Background: an optimization exercise with open tools, aiming at small area, a short achievable clock period and few clock cycles. Do not read the settings as production practice.
At most, simulation tests tie the RTL to the original design; equivalence was not proved.
Power figures rest on the tool's default switching activity, not on a simulated workload.

// coin_wallet
module coin_wallet(clk, rst, in_valid, in_ready, in_data, out_valid, out_ready, out_data, out_last, coin_edge, ms_tick, restore_valid, restore_bal, restore_cnt, bal, cnt, zind, save_req);
For scale: ~3100 cells after synthesis.
make LEC_CHECK=0 ABC_AREA=1 CAP_MARGIN=0 CORE_MARGIN=2 CORE_UTILIZATION=40 CTS_BUF_LIST=sky130_fd_sc_hd__clkbuf_8 SETUP_SLACK_MARGIN=4.0 SLEW_MARGIN=0 finish   # period 8.0 ns
run.sh (not shown) runs the stock make flow with config.mk's settings and CLKGATE_MAP_FILE= SYNTH_SCRIPT=/design/flow/synth_recipe.tcl, a recipe that flattens the netlist after the stock synthesis.
Testbench counts at the start, summed over its fixed seeds: cycles 155,004.
Then changed:
- CTS_BUF_LIST: sky130_fd_sc_hd__clkbuf_8 -> not set
- CTS_CLUSTER_DIAMETER: not set -> 100
- CTS_CLUSTER_SIZE: not set -> 30
Result: The changed run finished clean; die area is unchanged; global-route usage came out lower by 0.56 points; maximum frequency came out higher slightly; utilization came out lower by 1.5 points; hold slack improved by 26 ps; setup slack improved by 50 ps; design area came out lower by a few percent; routed wire length came out lower slightly; clock power came out lower by a quarter to a third; total power came out lower by roughly a tenth; clock-buffer cell count came out lower by 57.

* * *

== run 1 ==
coin_wallet, a different RTL version from the one above (not shown whole).
For scale: roughly 3,600 cells after synthesis, roughly 160 I/O pins.
clock: 8.0 ns
lec_check: 0
abc_area: 1
cap_margin: 20
core_margin: 2
core_utilization: 40
setup_slack_margin: 3.5
slew_margin: 20
Inputs modified between run 1 and run 2:
# run 1
export LEC_CHECK = 0
export ABC_AREA = 1
export CAP_MARGIN = 20
export CORE_MARGIN = 2
export CORE_UTILIZATION = 40
export SETUP_SLACK_MARGIN = 3.5
export SLEW_MARGIN = 20
create_clock -name core_clock -period 8.0 [get_ports {clk}]
# run 2
export LEC_CHECK = 0
export ABC_AREA = 1
export CAP_MARGIN = 20
export CORE_MARGIN = 2
export CORE_UTILIZATION = 40
export SETUP_SLACK_MARGIN = 4.0
export SLEW_MARGIN = 20
create_clock -name core_clock -period 8.0 [get_ports {clk}]
Notes after the runs:
Between run 2 and run 1, fraction of power consumed by the clock network is lower for run 2, run 1 comes in above that.
Going from run 1 to run 2, routed wire length was more or less identical; sequential share of layout area down 0.68 points; worst hold slack picked up an extra 0.013 ns; share of cells above drive strength 1 went up; worst voltage drop across the vdd grid decreased 3.8%.
Run 2 — number of cells in the finished layout apart from fillers about 0.9% higher, run 1 as reference
Compared with run 1, run 2 shows a layout overhead on the synthesized area that is 3.0 points higher.
No run of this note included a check of the RTL's function; only the layout flow was run.

* * *

## job 101
coin_wallet, a different RTL version from the one above (not shown whole).
clock: 8.0 ns
lec_check: 0
abc_area: 1
cap_margin: 0
core_margin: 2
core_utilization: 40
setup_slack_margin: 4.2
slew_margin: 0
Input-level comparison between job 102 and job 101:
-- flow/config.mk --
<<< job 101, line 12
export SETUP_SLACK_MARGIN = 4.2
>>> job 102, line 12
export SETUP_SLACK_MARGIN = 4.0
==> comparison <==
Job 102 completed; timing, DRC and antenna clean. Diff job 101 -> job 102 | power per standard cell area | decrease of 1.6 nW/um^2. Between job 101 and job 102, part of the power in the clock network is higher for job 101, job 102 comes in under that. Compare job 101 and job 102 | met1 wire length higher: job 102.
No functional check of the RTL was part of any run of this note.

* * *

Setup of run E:
coin_wallet, a different RTL version from the one above (not shown whole).
For scale: roughly 3300 cells after synthesis, roughly 370 flip-flops, ~0.025 mm^2 of cells after synthesis.
Settings: LEC_CHECK=0, ABC_AREA=1, CAP_MARGIN=20, CORE_MARGIN=2, CORE_UTILIZATION=40, SETUP_SLACK_MARGIN=4.0, SLEW_MARGIN=20; clock period 8.0 ns.
Run E ended with every stage complete and zero timing, DRC or antenna violations.
Inputs modified between run E and run D:
--- a/flow/config.mk
+++ b/flow/config.mk
@@ -10,4 +10,4 @@
 export CORE_MARGIN = 2
 export CORE_UTILIZATION = 40
-export SETUP_SLACK_MARGIN = 4.0
+export SETUP_SLACK_MARGIN = 4.5
 export SLEW_MARGIN = 20
--- outcome ---
[compare] base=run E new=run D: global routing met2 resource utilization grew by 1.3 points, final instance area has increased, power climbed 7.2%, final worst slack shows an increase of 0.048 ns, area of the mapped netlist essentially unchanged. Run D against run E: global-route usage increased 0.54 points, area taken by flip-flops and latches essentially unchanged, final period utilization decreased 0.60 points, critical path arrival decreased 0.03 ns. Diff run E -> run D | number of buffers inserted during clock tree synthesis | increase of 1. Run D was carried through to the last stage, and its layout satisfied the timing, DRC and antenna checks.
No run of this note included a check of the RTL's function; only the layout flow was run.

* * *

## alpha
RTL: one of the versions met above, not the one the previous note started from.
Size in the first run: about 3100 cells after synthesis, roughly 160 I/O pins.
Design coin_wallet, start of the top module:
module coin_wallet(clk, rst, in_valid, in_ready, in_data, out_valid, out_ready, out_data, out_last, coin_edge, ms_tick, restore_valid, restore_bal, restore_cnt, bal, cnt, zind, save_req);
  input clk;
  wire clk;
  input rst;
  wire rst;
  input in_valid;
  wire in_valid;
  output in_ready;
  wire in_ready;
  input [7:0] in_data;
  wire [7:0] in_data;
  output out_valid;
  reg out_valid;
  input out_ready;
  wire out_ready;
  output [7:0] out_data;
  reg [7:0] out_data;
  output out_last;
  reg out_last;
  input coin_edge;
  wire coin_edge;
  input ms_tick;
  wire ms_tick;
  input restore_valid;
  wire restore_valid;
  input [31:0] restore_bal;
  wire [31:0] restore_bal;
  input [31:0] restore_cnt;
  wire [31:0] restore_cnt;
  output [31:0] bal;
  reg [31:0] bal;
  output [31:0] cnt;
  reg [31:0] cnt;
  output zind;
  wire zind;
  output save_req;
  reg save_req;
  wire [5:0] _0000_;
  wire _0001_;
  wire _0002_;
  wire [3:0] _0003_;
  wire _0004_;
  wire [31:0] _0005_;
  wire [7:0] _0006_;
  wire [3:0] _0007_;
  wire [3:0] _0008_;
  wire _0009_;
  wire _0010_;
  wire _0011_;
  wire _0012_;
  wire _0013_;
  wire _0014_;
  wire _0015_;
  wire _0016_;
  wire _0017_;
  wire _0018_;
  wire _0019_;
  wire _0020_;
  wire _0021_;
  wire _0022_;
  wire _0023_;
  wire _0024_;
  wire _0025_;
  wire _0026_;
  wire _0027_;
  wire _0028_;
  ...
make LEC_CHECK=0 ABC_AREA=1 CAP_MARGIN=0 CORE_MARGIN=2 CORE_UTILIZATION=40 SETUP_SLACK_MARGIN=4.0 SLEW_MARGIN=0 finish   # period 8.0 ns
Testbench counts of alpha, summed over its fixed seeds: cycles 155,004.
## Diff of input files: beta against alpha
Settings: putting CTS_CLUSTER_SIZE at 20 where nothing was set; putting CTS_CLUSTER_DIAMETER at 100 where nothing was set.
### Flow results
beta vs alpha — sequential share of power rose 7.2 points.
Compared with alpha, beta has less setup slack.
Compared alpha against beta; global-route met1 utilization within noise.
In the metrics for alpha and beta, the one carrying the higher post-CTS setup buffer count is alpha.
Compared with alpha, power in the clock group in beta decreased by more than a quarter.
On area of the multi-input gates, alpha tracks beta almost exactly.
Input changes introduced in gamma (baseline for comparison: beta):
Settings: CTS_CLUSTER_SIZE: 20 -> 25; CORE_UTILIZATION: 40 -> 50.
Results
As far as fraction of the mapped netlist area in adder cells goes, gamma and beta are indistinguishable; the numbers are identical. A category of the critical setup timing path of flop to flop is what gamma shows, while flop to output pin belongs to beta. The wire length of gamma was superior to that of beta. Setup total negative slack: gamma vs beta identical.

* * *

Another version of the RTL of coin_wallet (not shown whole).
Size in the first run: ~370 flip-flops, about 160 I/O pins, about 0.024 sq mm of cells after synthesis.
Settings: LEC_CHECK=0, ABC_AREA=1, CAP_MARGIN=20, CORE_MARGIN=2, CORE_UTILIZATION=40, SETUP_SLACK_MARGIN=4.2, SLEW_MARGIN=20; clock period 8.0 ns.
Testbench counts at the start, summed over its fixed seeds: cycles 155,004.
Then changed:
Settings changed: SETUP_SLACK_MARGIN 4.2 to 4.0, TNS_END_PERCENT from default to 5.
After rerunning: The new run completed without violations. Die area does not change. Final area drops by 3.2%. Clock power climbs by 10%. Register-to-register slack is worse by 0.24 ns. Worst setup slack is worse by 0.24 ns. Utilization drops by 1.6 points. Hold slack is better by 0.0050 ns. Combinational power drops by about 4%.
Then changed:
Settings changed: TNS_END_PERCENT 5 to default.
Effect: Final cell count barely changes. First-iteration DRC count came out higher slightly. Utilization came out higher by 0.43 points. Worst hold slack hardly moves. Non-clock buffer count came out higher by 11.
Then changed:
Settings changed: CAP_MARGIN 20 to 0, SETUP_SLACK_MARGIN 4.0 to 4.1, SLEW_MARGIN 20 to 0.
Routed wire length is lower by about 0.9%.
Design area is higher by 0.70%.
Sequential power stays flat.
Hold slack gets worse by 0.0084 ns.
Total power is lower by about 1.7%.
Global-route usage is lower by 0.39 points.
Final cell count is higher by about 0.5%.

* * *

Setup of the previous run:
coin_wallet with an RTL version that a note above also has.
Size in the first run: roughly 3100 cells after synthesis, about 24000 um^2 of cells after synthesis.
==> flow/design.v (excerpt) <==
module coin_wallet(clk, rst, in_valid, in_ready, in_data, out_valid, out_ready, out_data, out_last, coin_edge, ms_tick, restore_valid, restore_bal, restore_cnt, bal, cnt, zind, save_req);
==> flow/config.mk <==
export PLATFORM = sky130hd
export DESIGN_NAME = coin_wallet
export DESIGN_NICKNAME = coin_wallet
export VERILOG_FILES = /design/flow/design.v
export SDC_FILE = /design/flow/constraint.sdc
export NUM_CORES = 4
export LEC_CHECK = 0
export ABC_AREA = 1
export CAP_MARGIN = 0
export CORE_MARGIN = 2
export CORE_UTILIZATION = 40
export CTS_CLUSTER_DIAMETER = 100
export CTS_CLUSTER_SIZE = 25
export SETUP_SLACK_MARGIN = 4.0
export SLEW_MARGIN = 0
==> flow/constraint.sdc <==
create_clock -name core_clock -period 8.0 [get_ports {clk}]
set_input_delay 1.6000 -clock core_clock [delete_from_list [all_inputs] [get_ports {clk}]]
set_output_delay 1.6000 -clock core_clock [all_outputs]
set_load 0.01 [all_outputs]
In summary, the previous run completed successfully, with a layout that passed the timing, DRC and antenna checks.
Testbench counts of the previous run, summed over its fixed seeds: cycles 155,004.
Relative to the previous run, the following input files were edited for the current run:
# the previous run
export LEC_CHECK = 0
export ABC_AREA = 1
export CAP_MARGIN = 0
export CORE_MARGIN = 2
export CORE_UTILIZATION = 40
export CTS_CLUSTER_DIAMETER = 100
export CTS_CLUSTER_SIZE = 25
export SETUP_SLACK_MARGIN = 4.0
export SLEW_MARGIN = 0
create_clock -name core_clock -period 8.0 [get_ports {clk}]
# the current run
export LEC_CHECK = 0
export ABC_AREA = 1
export CAP_MARGIN = 0
export CORE_MARGIN = 2
export CORE_UTILIZATION = 40
export CTS_CLUSTER_DIAMETER = 100
export CTS_CLUSTER_SIZE = 25
export SETUP_SLACK_MARGIN = 4.1
export SLEW_MARGIN = 0
create_clock -name core_clock -period 8.0 [get_ports {clk}]
## What came out
As far as fraction of synthesized area in multiplexers goes, the current run and the previous run are indistinguishable; the numbers are identical.
Re pin count of the biggest net entering global routing: no difference whatsoever between the current run and the previous run.
d_b[15] as the worst setup path startpoint was reported by the current run, and bal[26] by the previous run.
The current run vs the previous run on clock period minus final worst setup slack: the current run is the lower one.

-- what the ideal ports hide --
Ports are ideal in the flow. The routed layouts listed here were re-timed in OpenROAD.
Step 1: set_driving_cell puts a clkbuf_16 on clk and a buf_2 on each other input, an assumption about the parent block.
Step 2 moves the port delays by t, midway between the first and last clock arrival at a register: inputs arrive t later, outputs are due t later. That takes back most of the time a late clock gives input paths.
Slacks: ideal ports / drivers / drivers and shift; pairs: ideal ports / drivers.
| run | t (ns) | setup WS [ns] | latest minus earliest clock arrival (ns) | worst data-port slew with drivers (ns) |
|---|---|---|---|---|
| the first run of note 1 | 0.688 | 4.020 / 3.961 / 3.575 | 0.045 / 0.045 | 0.08 |
| the second run of note 1 | 0.615 | 4.071 / 4.007 / 3.601 | 0.033 / 0.033 | 0.08 |
| run 1 | 0.641 | 3.584 / 3.518 / 3.152 | 0.036 / 0.036 | 0.09 |
| run 2 | 0.633 | 3.922 / 3.922 / 3.524 | 0.045 / 0.045 | 0.10 |
| job 101 | 0.657 | 4.051 / 4.051 / 3.733 | 0.041 / 0.041 | 0.07 |
| job 102 | 0.649 | 4.055 / 4.055 / 3.689 | 0.039 / 0.039 | 0.06 |
| run E | 0.643 | 3.956 / 3.956 / 3.662 | 0.023 / 0.023 | 0.07 |
| run D | 0.641 | 4.004 / 4.004 / 4.004 | 0.026 / 0.026 | 0.08 |
| alpha | 0.617 | 4.038 / 3.979 / 3.608 | 0.029 / 0.029 | 0.08 |
| beta | 0.611 | 4.031 / 3.969 / 3.623 | 0.031 / 0.031 | 0.08 |
| gamma | 0.613 | 4.067 / 4.028 / 3.594 | 0.030 / 0.029 | 0.06 |
| the first run of note 6 | 0.641 | 4.136 / 4.136 / 3.771 | 0.031 / 0.030 | 0.10 |
| the second run of note 6 | 0.645 | 3.898 / 3.898 / 3.466 | 0.036 / 0.036 | 0.10 |
| the third run of note 6 | 0.646 | 4.113 / 4.113 / 3.619 | 0.034 / 0.034 | 0.09 |
| the fourth run of note 6 | 0.629 | 4.160 / 4.160 / 3.689 | 0.020 / 0.020 | 0.09 |
| the previous run | 0.611 | 4.067 / 4.004 / 3.605 | 0.030 / 0.030 | 0.08 |
| the current run | 0.621 | 4.129 / 4.127 / 3.743 | 0.038 / 0.038 | 0.07 |
After both steps every run listed still meets setup and hold. For the third run of note 6, which loses most, drivers alone change the setup slack by 0.000 ns; drivers and shift together by -0.494 ns.
